Source: an optimization exercise on an open RTL-to-GDS flow (aim: small area). Production flows keep margins and buffers that such runs may drop. The RTL was checked by simulation tests, not by an equivalence proof against the original design. Power and IR drop assume default switching activity.

--- flow/constraint.sdc ---
create_clock -name core_clock -period 15.0 [get_ports {clk}]
set_input_delay 3.0000 -clock core_clock [delete_from_list [all_inputs] [get_ports {clk}]]
set_output_delay 3.0000 -clock core_clock [all_outputs]
set_load 0.01 [all_outputs]
--- flow/config.mk ---
export PLATFORM = sky130hd
export DESIGN_NAME = crtc6845
export DESIGN_NICKNAME = crtc6845
export VERILOG_FILES = /design/flow/design.v
export SDC_FILE = /design/flow/constraint.sdc
export NUM_CORES = 4
export LEC_CHECK = 0
export ABC_AREA = 1
export CAP_MARGIN = 20
export CORE_MARGIN = 2
export CORE_UTILIZATION = 40
export CTS_BUF_LIST = sky130_fd_sc_hd__clkbuf_8
export CTS_CLUSTER_DIAMETER = 60
export CTS_CLUSTER_SIZE = 12
export GPL_TIMING_DRIVEN = 0
export PLACE_DENSITY = 0.6
export SLEW_MARGIN = 20
--- flow/flow/abc_area.script ---
strash
&get -n
&deepsyn -J 50 -T 300
&put
dch -f
amap
strash
dch -f
amap
topo
--- flow/flow/run.sh ---
#!/bin/bash
# Own layout flow: the standard flow (standard.sh, ORFS scripts and
# settings) with these changes to how the layout is made:
#  - ABC maps the logic with an area-oriented script (&deepsyn, then dch +
#    amap twice) in place of ORFS's abc_area.script;
#  - no ADDER_MAP_FILE, so the ripple arithmetic of the RTL is left to ABC
#    instead of being extracted into fa/ha cells first;
#  - ports are buffered with sky130_fd_sc_hd__buf_1 (still one buffer per port);
#  - the clock tree uses clusters of 12 sinks under clkbuf_8 leaf buffers, a
#    clkbuf_4 root and no dummy loads.
# Each tool's output goes to its own log under orfs/logs; the make output
# goes to standard_flow.log in this folder.
set -euo pipefail
here=$(pwd)
mkdir -p "$here/scripts_mod"
cp -r "$FLOW_HOME/scripts/." "$here/scripts_mod/"
cp "$here/flow/abc_area.script" "$here/scripts_mod/abc_area.script"
cts="-sink_clustering_enable -repair_clock_nets -sink_clustering_size 12"
cts="$cts -sink_clustering_max_diameter 60 -buf_list sky130_fd_sc_hd__clkbuf_8"
cts="$cts -root_buf sky130_fd_sc_hd__clkbuf_4 -dont_use_dummy_load"
bash "$here/standard.sh" SCRIPTS_DIR="$here/scripts_mod" ADDER_MAP_FILE= \
    "BUFFER_PORTS_ARGS=-buffer_cell sky130_fd_sc_hd__buf_1" "CTS_ARGS=$cts" \
    finish > "$here/standard_flow.log" 2>&1
--- flow/design.v ---
module crtc6845 (
    input             clk,
    input             rst,
    input             ce,
    input             bus_en,
    input             bus_rs,
    input             bus_rw,
    input      [7:0]  bus_din,
    input             lpstb,
    output     [7:0]  dout,
    output            de,
    output            hsync,
    output            vsync,
    output            cursor,
    output     [13:0] ma,
    output     [4:0]  ra,
    output            frame_start,
    output            geom_evt,
    output            geom_valid,
    output            upd_valid,
    output     [13:0] upd_addr,
    output            upd_strobe
);
    localparam [2:0] UPD_DELAY = 3'd4;
    function [15:0] add;
        input [15:0] a, b;
        input        ci;
        integer i;
        reg     c;
        begin
            c = ci;
            for (i = 0; i < 16; i = i + 1) begin
                add[i] = a[i] ^ b[i] ^ c;
                c      = (a[i] & b[i]) | (c & (a[i] ^ b[i]));
            end
        end
    endfunction
    function lt;
        input [15:0] a, b;
        integer i;
        reg     l;
        begin
            l = 1'b0;
            for (i = 0; i < 16; i = i + 1)
                l = (~a[i] & b[i]) | (~(a[i] ^ b[i]) & l);
            lt = l;
        end
    endfunction
    reg [7:0]  r_htotal, r_hdisp, r_hsync_pos, r_sync_width;
    reg        r_mode3, r_mode6, r_mode7;
    reg [6:0]  r_vtotal, r_vdisp, r_vsync_pos, r_cur_start;
    reg [4:0]  r_vtotal_adj, r_max_ras, r_cur_end;
    reg [13:0] r_disp_start, r_cursor_addr, r_lpen_addr, r_update_addr;
    reg [5:0]  al;
    reg [7:0]  cc;
    reg [4:0]  ra_q;
    reg [6:0]  lc;
    reg [4:0]  adj_ctr;
    reg        adj_active;
    reg [3:0]  vsw_ctr;
    reg        vs_q;
    reg        line_enable;
    reg [4:0]  blink_ctr;
    reg        cursor_state;
    reg [13:0] line_addr;
    reg        lpen_latched;
    reg        update_ready;
    reg [7:0]  deoff_rem, curon_rem, hson_rem;
    reg [4:0]  hsoff_rem;
    reg [2:0]  updadr_rem;
    reg        cur_q;
    reg        lpen_p;
    reg        lpen_cap;    
    reg        restart_q;
    reg [7:0]  dout_q;
    reg        frame_q, upd_valid_q, upd_strobe_q;
    reg [13:0] upd_addr_q;
    wire de_q    = |deoff_rem;
    wire hs_q    = |hsoff_rem;
    wire curon_p = |curon_rem;
    wire hson_p  = |hson_rem;
    wire updadr_p = |updadr_rem;
    function [5:0] satmul;
        input [4:0] k;
        input [4:0] mr;
        reg   [5:0] c;
        reg   [7:0] s;
        reg         ovf;
        begin
            c   = add({11'd0, mr}, 16'd0, 1'b1);
            ovf = (c[5] && k != 5'd0)
               || (k[1] && c[4]) || (k[2] && (c[4] || c[3]))
               || (k[3] && (c[4] || c[3] || c[2])) || (k[4] && (c[4] || c[3] || c[2] || c[1]));
            s   = add(add({11'd0, k[0] ? c[4:0] : 5'd0}, {11'd0, k[1] ? c[3:0] : 4'd0, 1'b0}, 1'b0),
                      add({11'd0, k[2] ? c[2:0] : 3'd0, 2'b0}, add({11'd0, k[3] ? c[1:0] : 2'd0, 3'b0},
                                                                 {11'd0, k[4] ? c[0] : 1'b0, 4'b0}, 1'b0), 1'b0), 1'b0);
            satmul = (ovf || s[7:5] != 3'd0) ? 6'd32 : {1'b0, s[4:0]};
        end
    endfunction
    wire [7:0] kv = add({9'd0, r_vsync_pos}, {8'd0, 1'b1, ~r_vtotal}, 1'b0);
    wire [7:0] kd = add({9'd0, r_vdisp}, {8'd0, 1'b1, ~r_vtotal}, 1'b0);
    wire [7:0] kv_abs = add({8'd0, kv ^ {8{kv[7]}}}, 16'd0, kv[7]);
    wire [5:0] pv = (kv_abs[7:5] != 3'd0) ? 6'd32 : satmul(kv_abs[4:0], r_max_ras);
    wire [5:0] pd = (kd[6:5] != 2'd0) ? 6'd32 : satmul(kd[4:0], r_max_ras);
    wire [6:0] vlim = add({11'd0, r_vtotal_adj}, {9'd0, {7{~kv[7]}} ^ {1'b0, pv}}, ~kv[7]) ^ 7'h40;
    wire v_son_ok  = lt(16'h40, {9'd0, vlim});
    wire v_disp_ok = kd[7] || !lt({11'd0, r_vtotal_adj}, pd);
    wire [9:0] dh = add({8'd0, r_htotal}, {6'h3F, 2'b11, ~r_hsync_pos}, 1'b1) ^ 10'h200;
    wire [7:0] hd_m1 = add({8'd0, r_hdisp}, 16'hFFFF, 1'b0);
    wire g_ok = (r_hdisp != 8'd0) && !lt({8'd0, r_htotal}, {8'd0, hd_m1})
             && dh[9]
             && (r_vdisp != 7'd0) && v_disp_ok && v_son_ok;
    wire [4:0] hsw_old = (r_sync_width[3:0] == 4'd0) ? 5'd16 : {1'b0, r_sync_width[3:0]};
    wire [4:0] hsw_new = (bus_din[3:0] == 4'd0) ? 5'd16 : {1'b0, bus_din[3:0]};
    wire [4:0] vsw_old = (r_sync_width[7:4] == 4'd0) ? 5'd16 : {1'b0, r_sync_width[7:4]};
    wire [4:0] vsw_new = (bus_din[7:4] == 4'd0) ? 5'd16 : {1'b0, bus_din[7:4]};
    wire sw_changed = ((bus_din[3:0] != r_sync_width[3:0])
                       && (!lt({6'd0, dh}, {11'd0, hsw_old} | 16'h200) || !lt({6'd0, dh}, {11'd0, hsw_new} | 16'h200)))
                   || ((bus_din[7:4] != r_sync_width[7:4])
                       && (lt({11'd0, vsw_old} | 16'h40, {9'd0, vlim}) || lt({11'd0, vsw_new} | 16'h40, {9'd0, vlim})));
    reg [7:0] fsel, fmask;
    always @* begin
        fsel = 8'd0; fmask = 8'd0;
        case (al)
            6'd0:    begin fsel = r_htotal;             fmask = 8'hFF; end
            6'd1:    begin fsel = r_hdisp;              fmask = 8'hFF; end
            6'd2:    begin fsel = r_hsync_pos;          fmask = 8'hFF; end
            6'd4:    begin fsel = {1'b0, r_vtotal};     fmask = 8'h7F; end
            6'd5:    begin fsel = {3'b0, r_vtotal_adj}; fmask = 8'h1F; end
            6'd6:    begin fsel = {1'b0, r_vdisp};      fmask = 8'h7F; end
            6'd7:    begin fsel = {1'b0, r_vsync_pos};  fmask = 8'h7F; end
            6'd9:    begin fsel = {3'b0, r_max_ras};    fmask = 8'h1F; end
            default: ;
        endcase
    end
    wire field_changed = (al == 6'd3) ? sw_changed : ((bus_din & fmask) != fsel);
    assign dout        = dout_q;
    assign de          = de_q;
    assign hsync       = hs_q;
    assign vsync       = vs_q;
    assign cursor      = cur_q;
    assign ma          = add({2'd0, line_addr}, {8'd0, cc}, 1'b0);
    assign ra          = ra_q;
    assign frame_start = frame_q;
    assign geom_evt    = restart_q && g_ok;
    assign geom_valid  = g_ok;
    assign upd_valid   = upd_valid_q;
    assign upd_addr    = upd_addr_q;
    assign upd_strobe  = upd_strobe_q;
    wire do_bus  = !rst && bus_en;
    wire do_lp   = !rst && !bus_en && lpstb;
    wire do_clk  = !rst && !bus_en && !lpstb && ce;
    wire do_sel  = do_bus && !bus_rs && !bus_rw;
    wire do_rdst = do_bus && !bus_rs &&  bus_rw;
    wire do_wr   = do_bus &&  bus_rs && !bus_rw;
    wire do_rd   = do_bus &&  bus_rs &&  bus_rw;
    wire [13:0] lpen_cur = lpen_cap ? ma : r_lpen_addr;
    wire [13:0] upd_inc = add({2'd0, r_update_addr}, 16'd0, 1'b1);
    wire t_phi2  = r_mode7 && r_mode3;
    wire t_blank = !r_mode7 && r_mode3;
    wire geom_restart = do_wr && field_changed;
    reg [7:0]  n_cc;
    reg [4:0]  n_ra;
    reg [6:0]  n_lc;
    reg [4:0]  n_adj_ctr;
    reg        n_adj_active;
    reg [3:0]  n_vsw_ctr;
    reg        n_vs, n_line_enable;
    reg [4:0]  n_blink_ctr;
    reg        n_cursor_state;
    reg [13:0] n_line_addr, n_update_addr;
    reg        n_lpen_latched, n_update_ready;
    reg        n_de, n_cur;
    reg [7:0]  n_deoff_rem, n_curon_rem, n_hson_rem;
    reg [4:0]  n_hsoff_rem;
    reg        n_lpen_p, n_lpen_cap;
    reg [2:0]  n_updadr_rem;
    reg [7:0]  n_dout;
    reg        n_frame, n_upd_valid, n_upd_strobe;
    reg [13:0] n_upd_addr;
    reg        line_due, deoff_due, curon_due, hson_due, lpen_due, updadr_due;
    reg        deoff_now, curon_now, hson_now, upd_trans;
    reg [4:0]  hsw;
    reg        tu;
    reg [14:0] cd;
    reg        cv;
    always @* begin
        n_cc           = cc;
        n_ra           = ra_q;
        n_lc           = lc;
        n_adj_ctr      = adj_ctr;
        n_adj_active   = adj_active;
        n_vsw_ctr      = vsw_ctr;
        n_vs           = vs_q;
        n_line_enable  = line_enable;
        n_blink_ctr    = blink_ctr;
        n_cursor_state = cursor_state;
        n_line_addr    = line_addr;
        n_update_addr  = r_update_addr;
        n_lpen_latched = lpen_latched;
        n_update_ready = update_ready;
        n_de           = de_q;
        n_cur          = cur_q;
        n_deoff_rem    = deoff_rem;
        n_curon_rem    = curon_rem;
        n_hson_rem     = hson_rem;
        n_hsoff_rem    = hsoff_rem;
        n_lpen_p       = lpen_p;
        n_lpen_cap     = 1'b0;
        n_updadr_rem   = updadr_rem;
        n_dout         = dout_q;
        n_frame        = 1'b0;
        n_upd_valid    = 1'b0;
        n_upd_strobe   = upd_strobe_q;
        n_upd_addr     = upd_addr_q;
        line_due = 1'b0; deoff_due = 1'b0; curon_due = 1'b0;
        hson_due = 1'b0; lpen_due = 1'b0; updadr_due = 1'b0;
        deoff_now = 1'b0; curon_now = 1'b0; hson_now = 1'b0; upd_trans = 1'b0;
        hsw = (r_sync_width[3:0] == 4'd0) ? 5'd16 : {1'b0, r_sync_width[3:0]};
        tu = 1'b0;
        cd = 15'd0;
        cv = 1'b0;
        if (do_rdst) begin
            n_dout = {update_ready, lpen_latched, !line_enable, 5'd0};
        end
        if (do_rd) begin
            case (al)
                6'd12:   n_dout = {2'd0, r_disp_start[13:8]};
                6'd13:   n_dout = r_disp_start[7:0];
                6'd14:   n_dout = {2'd0, r_cursor_addr[13:8]};
                6'd15:   n_dout = r_cursor_addr[7:0];
                6'd16:   begin n_dout = {2'd0, lpen_cur[13:8]}; n_lpen_latched = 1'b0; end
                6'd17:   begin n_dout = lpen_cur[7:0];          n_lpen_latched = 1'b0; end
                default: n_dout = 8'd0;
            endcase
            tu = (al == 6'd31);
        end
        if (do_wr) begin
            if (al == 6'd18) begin
                n_update_addr = {bus_din[5:0], r_update_addr[7:0]};
                if (t_phi2) upd_trans = 1'b1;
            end
            if (al == 6'd19) begin
                n_update_addr = {r_update_addr[13:8], bus_din};
                if (t_phi2) upd_trans = 1'b1;
            end
            tu = (al == 6'd31);
        end
        if (tu && r_mode3) begin
            if (t_phi2) begin
                n_update_addr = upd_inc;
                upd_trans = 1'b1;
            end else if (update_ready) begin
                n_update_ready = 1'b0;
                if (!de_q) begin
                    n_updadr_rem = UPD_DELAY;
                end
            end
        end
        if (geom_restart) begin
            n_cc = 8'd0;
        end
        if (do_lp) begin
            n_lpen_p = 1'b1;
        end
        if (do_clk) begin
            n_cc = add({8'd0, cc}, 16'd0, 1'b1);
            line_due = (cc == r_htotal);
            if (de_q)     begin deoff_due  = (deoff_rem == 8'd1);  n_deoff_rem  = add({8'd0, deoff_rem}, 16'hFFFF, 1'b0); end
            if (curon_p)  begin curon_due  = (curon_rem == 8'd1);  n_curon_rem  = add({8'd0, curon_rem}, 16'hFFFF, 1'b0); end
            if (hson_p)   begin hson_due   = (hson_rem == 8'd1);   n_hson_rem   = add({8'd0, hson_rem}, 16'hFFFF, 1'b0); end
            if (hs_q)     begin n_hsoff_rem = add({11'd0, hsoff_rem}, 16'hFFFF, 1'b0); end
            if (updadr_p) begin updadr_due = (updadr_rem == 3'd1); n_updadr_rem = add({13'd0, updadr_rem}, 16'hFFFF, 1'b0); end
            lpen_due   = lpen_p;    n_lpen_p   = 1'b0;
            if (deoff_due) begin
                n_de = 1'b0;
                if (!n_update_ready) n_updadr_rem = UPD_DELAY;
            end
            n_cur = 1'b0;
            if (curon_due) n_cur = 1'b1;
            if (hson_due)  n_hsoff_rem = hsw;
            if (line_due) begin
                n_cc = 8'd0;
                if (vs_q) begin
                    n_vsw_ctr = add({12'd0, vsw_ctr}, 16'd0, 1'b1);
                    if (n_vsw_ctr == r_sync_width[7:4])
                        n_vs = 1'b0;
                end
                if (ra_q == r_max_ras) begin
                    if (lc == r_vtotal) begin
                        n_adj_ctr    = 5'd0;
                        n_adj_active = 1'b1;
                    end
                    n_ra        = 5'd0;
                    n_lc        = add({9'd0, lc}, 16'd0, 1'b1);
                    n_line_addr = add({2'd0, line_addr}, {8'd0, r_hdisp}, 1'b0);
                    if (n_lc == r_vdisp) n_line_enable = 1'b0;
                    if (n_lc == r_vsync_pos) begin
                        n_vsw_ctr = 4'd0;
                        n_vs      = 1'b1;
                    end
                end else begin
                    n_ra = add({11'd0, ra_q}, 16'd0, 1'b1);
                end
                if (n_adj_active) begin
                    if (n_adj_ctr == r_vtotal_adj) begin
                        n_adj_active  = 1'b0;
                        n_ra          = 5'd0;
                        n_lc          = 7'd0;
                        n_line_addr   = r_disp_start;
                        n_line_enable = 1'b1;
                        if (r_vdisp == 7'd0) n_line_enable = 1'b0;
                        if (r_vsync_pos == 7'd0) begin
                            n_vsw_ctr = 4'd0;
                            n_vs      = 1'b1;
                        end
                        n_blink_ctr = add({11'd0, blink_ctr}, 16'd0, 1'b1);
                        case (r_cur_start[6:5])
                            2'd0: n_cursor_state = 1'b1;
                            2'd1: n_cursor_state = 1'b0;
                            2'd2: if (blink_ctr[3:0] == 4'hF) n_cursor_state = !cursor_state;
                            2'd3: if (blink_ctr[4:0] == 5'h1F) n_cursor_state = !cursor_state;
                        endcase
                        n_frame = 1'b1;
                    end else begin
                        n_adj_ctr = add({11'd0, n_adj_ctr}, 16'd0, 1'b1);
                    end
                end
                if (n_line_enable) begin
                    if (r_hdisp == 8'd0) begin
                        n_deoff_rem = 8'd0;
                        deoff_now   = 1'b1;
                    end else begin
                        n_deoff_rem = r_hdisp;
                    end
                    cd = add({2'd0, r_cursor_addr}, {2'b11, ~n_line_addr}, 1'b1);
                    cv = n_cursor_state && !cd[14] && (cd[13:8] == 6'd0) && lt(cd[7:0], r_hdisp)
                      && !lt(r_max_ras, r_cur_start[4:0]) && !lt(r_cur_end, r_cur_start[4:0])
                      && (lt(r_max_ras, r_cur_end) || (!lt(n_ra, r_cur_start[4:0]) && !lt(r_cur_end, n_ra)));
                    if (cv) begin
                        if (cd[7:0] == 8'd0) begin
                            n_curon_rem = 8'd0;
                            curon_now   = 1'b1;
                        end else begin
                            n_curon_rem = cd[7:0];
                        end
                    end
                end else begin
                    n_deoff_rem = 8'd0;
                end
                if (r_hsync_pos == 8'd0) begin
                    n_hson_rem = 8'd0;
                    hson_now   = 1'b1;
                end else begin
                    n_hson_rem = r_hsync_pos;
                end
                if (n_de != n_line_enable) begin
                    n_de = n_line_enable;
                    if (n_line_enable) begin
                        n_updadr_rem = 3'd0;
                        updadr_due   = 1'b0;
                    end else if (!n_update_ready) begin
                        n_updadr_rem = UPD_DELAY;
                    end
                end
            end
            if (lpen_due) begin
                n_lpen_cap     = 1'b1;
                n_lpen_latched = 1'b1;
            end
            if (updadr_due) upd_trans = 1'b1;
            if (deoff_now) begin
                n_de = 1'b0;
                if (!n_update_ready) n_updadr_rem = UPD_DELAY;
            end
            if (curon_now) n_cur = 1'b1;
            if (hson_now)  n_hsoff_rem = hsw;
        end
        if (upd_trans) begin
            n_upd_valid  = 1'b1;
            n_upd_addr   = n_update_addr;
            n_upd_strobe = r_mode6;
            if (!n_update_ready && t_blank) begin
                n_update_addr  = upd_inc;
                n_update_ready = 1'b1;
            end
        end
    end
    always @(posedge clk) begin
        if (rst) begin
            r_htotal <= 8'd0;  r_hdisp <= 8'd0;  r_hsync_pos <= 8'd0;  r_sync_width <= 8'd0;
            r_vtotal <= 7'd0;  r_vtotal_adj <= 5'd0;  r_vdisp <= 7'd0;  r_vsync_pos <= 7'd0;
            r_mode3 <= 1'b0;  r_mode6 <= 1'b0;  r_mode7 <= 1'b0;
            r_max_ras <= 5'd0;  r_cur_start <= 7'd0;  r_cur_end <= 5'd0;
            r_disp_start <= 14'd0;  r_cursor_addr <= 14'd0;  r_lpen_addr <= 14'd0;  r_update_addr <= 14'd0;
            al <= 6'd0;
            cc <= 8'd0;  ra_q <= 5'd0;  lc <= 7'd0;  adj_active <= 1'b0;
            vs_q <= 1'b0;  line_enable <= 1'b0;  blink_ctr <= 5'd0;
            cursor_state <= 1'b0;  line_addr <= 14'd0;  lpen_latched <= 1'b0;  update_ready <= 1'b1;
            cur_q <= 1'b0;
            deoff_rem <= 8'd0;  curon_rem <= 8'd0;  hson_rem <= 8'd0;  hsoff_rem <= 5'd0;
            lpen_p <= 1'b0;  lpen_cap <= 1'b0;  updadr_rem <= 3'd0;
            restart_q <= 1'b0;
            dout_q <= 8'd0;  frame_q <= 1'b0;
            upd_valid_q <= 1'b0;  upd_addr_q <= 14'd0;  upd_strobe_q <= 1'b0;
        end else begin
            if (do_sel) al <= bus_din[5:0];
            if (do_wr) begin
                case (al)
                    6'd0:  r_htotal      <= bus_din;
                    6'd1:  r_hdisp       <= bus_din;
                    6'd2:  r_hsync_pos   <= bus_din;
                    6'd3:  r_sync_width  <= bus_din;
                    6'd4:  r_vtotal      <= bus_din[6:0];
                    6'd5:  r_vtotal_adj  <= bus_din[4:0];
                    6'd6:  r_vdisp       <= bus_din[6:0];
                    6'd7:  r_vsync_pos   <= bus_din[6:0];
                    6'd8:  begin r_mode3 <= bus_din[3]; r_mode6 <= bus_din[6]; r_mode7 <= bus_din[7]; end
                    6'd9:  r_max_ras     <= bus_din[4:0];
                    6'd10: r_cur_start   <= bus_din[6:0];
                    6'd11: r_cur_end     <= bus_din[4:0];
                    6'd12: r_disp_start[13:8]  <= bus_din[5:0];
                    6'd13: r_disp_start[7:0]   <= bus_din;
                    6'd14: r_cursor_addr[13:8] <= bus_din[5:0];
                    6'd15: r_cursor_addr[7:0]  <= bus_din;
                    default: ;
                endcase
            end
            if (lpen_cap) r_lpen_addr <= ma;
            lpen_cap <= n_lpen_cap;  r_update_addr <= n_update_addr;
            restart_q <= geom_restart;
            cc <= n_cc;  ra_q <= n_ra;  lc <= n_lc;  adj_active <= n_adj_active;
            vs_q <= n_vs;  line_enable <= n_line_enable;
            blink_ctr <= n_blink_ctr;  cursor_state <= n_cursor_state;  line_addr <= n_line_addr;
            lpen_latched <= n_lpen_latched;  update_ready <= n_update_ready;
            cur_q <= n_cur;
            deoff_rem <= n_de ? n_deoff_rem : 8'd0;
            curon_rem <= n_curon_rem;  hson_rem <= n_hson_rem;  hsoff_rem <= n_hsoff_rem;
            lpen_p <= n_lpen_p;  updadr_rem <= n_updadr_rem;
            dout_q <= n_dout;  frame_q <= n_frame;
            upd_valid_q <= n_upd_valid;  upd_addr_q <= n_upd_addr;  upd_strobe_q <= n_upd_strobe;
        end
    end
    always @(posedge clk) begin
        adj_ctr <= n_adj_ctr;
        vsw_ctr <= n_vsw_ctr;
    end
endmodule
--- flow/standard.sh ---
#!/bin/bash
# synth_recipe.tcl (not shown) runs the flow's synth.tcl, then flattens the netlist and writes it again
# the make line also repeats each setting of config.mk as NAME=value (left out here)
make -C /OpenROAD-flow-scripts/flow DESIGN_CONFIG=/design/flow/config.mk WORK_HOME=/design/flow/orfs CLKGATE_MAP_FILE= SYNTH_SCRIPT=/design/flow/synth_recipe.tcl "${@:-finish}"
==> results.cfg <==
[clock_tree]
cts_hold_buf = 0
cts_root_buf = clkbuf_4
htree_num_levels = 1
cts_made_buffers = 27
numClockSinks = 255
clk_latency_ns = 0.77
cts.repair.resized = 0
clkTransAtPathRegs_ns = 0.09
post-cts-setup-buffer-count = 0
cts_tree = built
cts_max_path_buffers = 3

[run_status]
status = timing/DRC/antenna clean

[drt]
drc = 0
routed_via_density = 6.08
vias = 14900
first_iter_violations = 1680
routed_wl_mm = 50.3
first_pass_iters = 5
drtAntennaViolNets = 0
routedWlPerCell_microns = 20.5

[grt]
track_usage_pct = 27.5
first_global_vias = 13500
overflow = 0
grt_antenna_before_repair = 2
grt_max_degree = 66
grt_pass1_wl_mm = 77.2

[timing]
rsz0062_at_grt = false
hold_viol = 0
post-route-min-period_ns = 10.88
worstMarginPinSlew_ns = 1.18
hold_slack_ns = 0.433
fmax_mhz = 91.9
fin_setup_tns_ns = 0
fin_ws_ns = 4.12
setup_violations = 0
finalMaxSlewViolations = 0
relSlewSlack_pct = 20.8
finalCritPeriodShare_pct = 72.5
fin_skew_ns = 0.0758

[final_layout]
layout-drive-gt1-share_pct = 2.04
nets = 2024
final_core_util_pct = 44.4
fin_cells = 2456
fillers = 3547
area_growth_pct = 9.14

[worst_setup_path]
cp-start-kind = flip-flop
crit_required_ns = 12.00
crit_top_cell = nor2_1
worstSetupEndpointType = output pin
arrival_ns = 7.88
cpPeakStageDelay_ns = 0.72
crit_family = compound AO/OA/AOI/OAI gates
criticalPathCategory = flip-flop to output pin
crit_buf_inv = 3
crit_slowest_cell = nor4b_1
cp_max_fo = 10

[placement]
hpwl_mm = 37.2
io_buffers = 64
dpl.cell_count = 2428
pre_cts_ws_ns = 5.08
place.gp.congestion = 0.979

[yosys]
yosys_warnings = 1
synth_cells = 1913
async_flop_share_pct = 0
synth_area_sq_um = 13700
synth.yosys.seq_area_share_pct = 38.0
syn_nets = 1928
synth.avg_cell_area_sq_um = 7.14
synth-edff-count = 9
yosysUniqueCellTypes = 49
ys_seq_elements = 255
ys_dominant_reg_cell = dfxtp_1

[floorplan]
die_area_sq_um = 35700
chipWidth_microns = 189
die_h_microns = 189
ios = 65
core_area_sq_um = 33600
start_util_pct = 40.7
core.rowCount = 67

[pwr]
power_density_nw_per_um2 = 90.3
vdd.ir_drop.worst_mv = 0.0752
p_leak_nw = 4.81

[job]
maxCapViolations = 0

[hold_path]
hold_class = flip-flop to flip-flop
## path summary, 6_finish.rpt
path	start	to	slack, ns	cells after the start
hold reg to reg	r_mode6	upd_strobe_q	0.43	2
setup / recovery	r_vtotal[1]	geom_evt	4.12	32
setup reg to reg	r_max_ras[1]	curon_rem[2]	4.88	37
hold / removal	r_mode6	upd_strobe_q	0.43	2
## tightest hold or removal path, stage by stage, from the launching register on
cell	delay [ns]
dfxtp_1	0.31
clkinv_1	0.05
a21oi_1	0.05
## through the flow
| step | instance area [sq um] | total power [W] |
|---|---|---|
| 5_1_grt | 14900 | 0.00140 |
| 3_5_place_dp | 14600 | 0.000958 |
| 2_1_floorplan | 13700 | 0.000868 |
| 6_report | 14900 | 0.00135 |
| 4_1_cts | 14900 | 0.00134 |
| 3_3_place_gp | 14500 | 0.000949 |
## where the power goes
part           internal [W]  switching, W
Clock              0.000150      0.000244
Combinational     0.0000672      0.000180
Sequential         0.000693     0.0000126
## per-layer routing
| layer | vias up | global-route usage, % | wire [microns] |
|---|---|---|---|
| met3 | 82 | 6.05 | 4750 |
| met2 | 624 | 41.4 | 21200 |
| met1 | 6977 | 39.6 | 23200 |
| met4 | 0 | 7.27 | 1180 |
| met5 | - | 0 | 0 |
| li1 | 7255 | - | - |
## registers in the layout (all words and copies together), names as in the netlist, 8 cells and up
| signal | count |
|---|---|
| r_disp_start | 14 |
| line_addr | 14 |
| r_hsync_pos | 8 |
| r_hdisp | 8 |
| upd_addr_q | 14 |
| hson_rem | 8 |
| r_htotal | 8 |
| dout_q | 8 |
| curon_rem | 8 |
| r_lpen_addr | 14 |
| r_cursor_addr | 14 |
| cc | 8 |
| r_update_addr | 14 |
| deoff_rem | 8 |
| r_sync_width | 8 |
## cell families (layout without fill, tap and decap cells)
logic type,after synthesis,after routing,share of synthesized area [%]
AO/OA/AOI/OAI,708,708,32.8
buffers and inverters,283,377,7.77
flip-flops,255,255,38.0
other,0,1,0
AND/OR/NAND/NOR,667,667,21.4
## cell usage after synthesis, types with 7 or more instances
cell / instances / area, sq um
a22oi_1: 27 / 203
nor3_1: 47 / 235
nand2_1: 150 / 563
nand4_1: 9 / 56.3
clkinv_1: 283 / 1060
nand3_1: 61 / 305
o211ai_1: 9 / 67.6
o22a_1: 12 / 105
nor2_1: 300 / 1130
or3_1: 36 / 225
o31ai_1: 11 / 82.6
nor2b_1: 18 / 113
a31oi_1: 24 / 150
a211oi_1: 10 / 75.1
edfxtp_1: 9 / 270
o21a_1: 20 / 150
dfxtp_1: 246 / 4920
a21oi_1: 110 / 551
o21ai_0: 153 / 766
or2_0: 11 / 68.8
o22ai_1: 234 / 1460
nor4_1: 24 / 150
o221ai_1: 21 / 184
o32ai_1: 13 / 114
a2111oi_0: 7 / 61.3
a221oi_1: 8 / 70.1
## cell type report
| cell class | instances | area [sq um] | share of cell area, % |
|---|---|---|---|
| Antenna cell | 1 | 2.50 | 0.0168 |
| Clock buffer | 27 | 353 | 2.37 |
| Inverter | 283 | 1070 | 7.17 |
| Multi-Input combinational cell | 1375 | 7450 | 49.9 |
| Sequential cell | 255 | 5190 | 34.8 |
| Tap cell | 448 | 561 | 3.76 |
| Timing Repair Buffer | 67 | 285 | 1.91 |
## cells in the final DEF, fill, tap and decap left out, types with 24 or more instances in the layout
master	netlist	routed
a31oi_1	24	24
a22oi_1	27	27
clkbuf_8	0	24
o21ai_0	153	152
nand2_1	150	150
nor3_1	47	46
dfxtp_1	246	246
clkinv_1	283	280
nand3_1	61	61
nor2_1	300	298
or3_1	36	36
o22ai_1	234	234
a21oi_1	110	110
buf_1	0	63

## port drivers added, routing unchanged
In the flow no input, the clock included, has a driving cell. The finished layout below was timed again as built, in two steps.
Step 1: set_driving_cell puts a clkbuf_16 on clk and a buf_2 on each other input, an assumption about the parent block.
Step 2 also shifts input and output timing later by t, the mid clock arrival at the registers, as if the neighbouring blocks saw the same clock.
Three values: ideal ports, drivers, drivers and shift; two values: the first two.
shift t [ns]: 0.783
setup slack, ns: 4.122 / 4.071 / 4.854
worst setup path at the end: register to output
After both steps setup and hold are still met in this run. For this run, drivers alone change the setup slack by -0.051 ns; drivers and shift together by +0.732 ns.
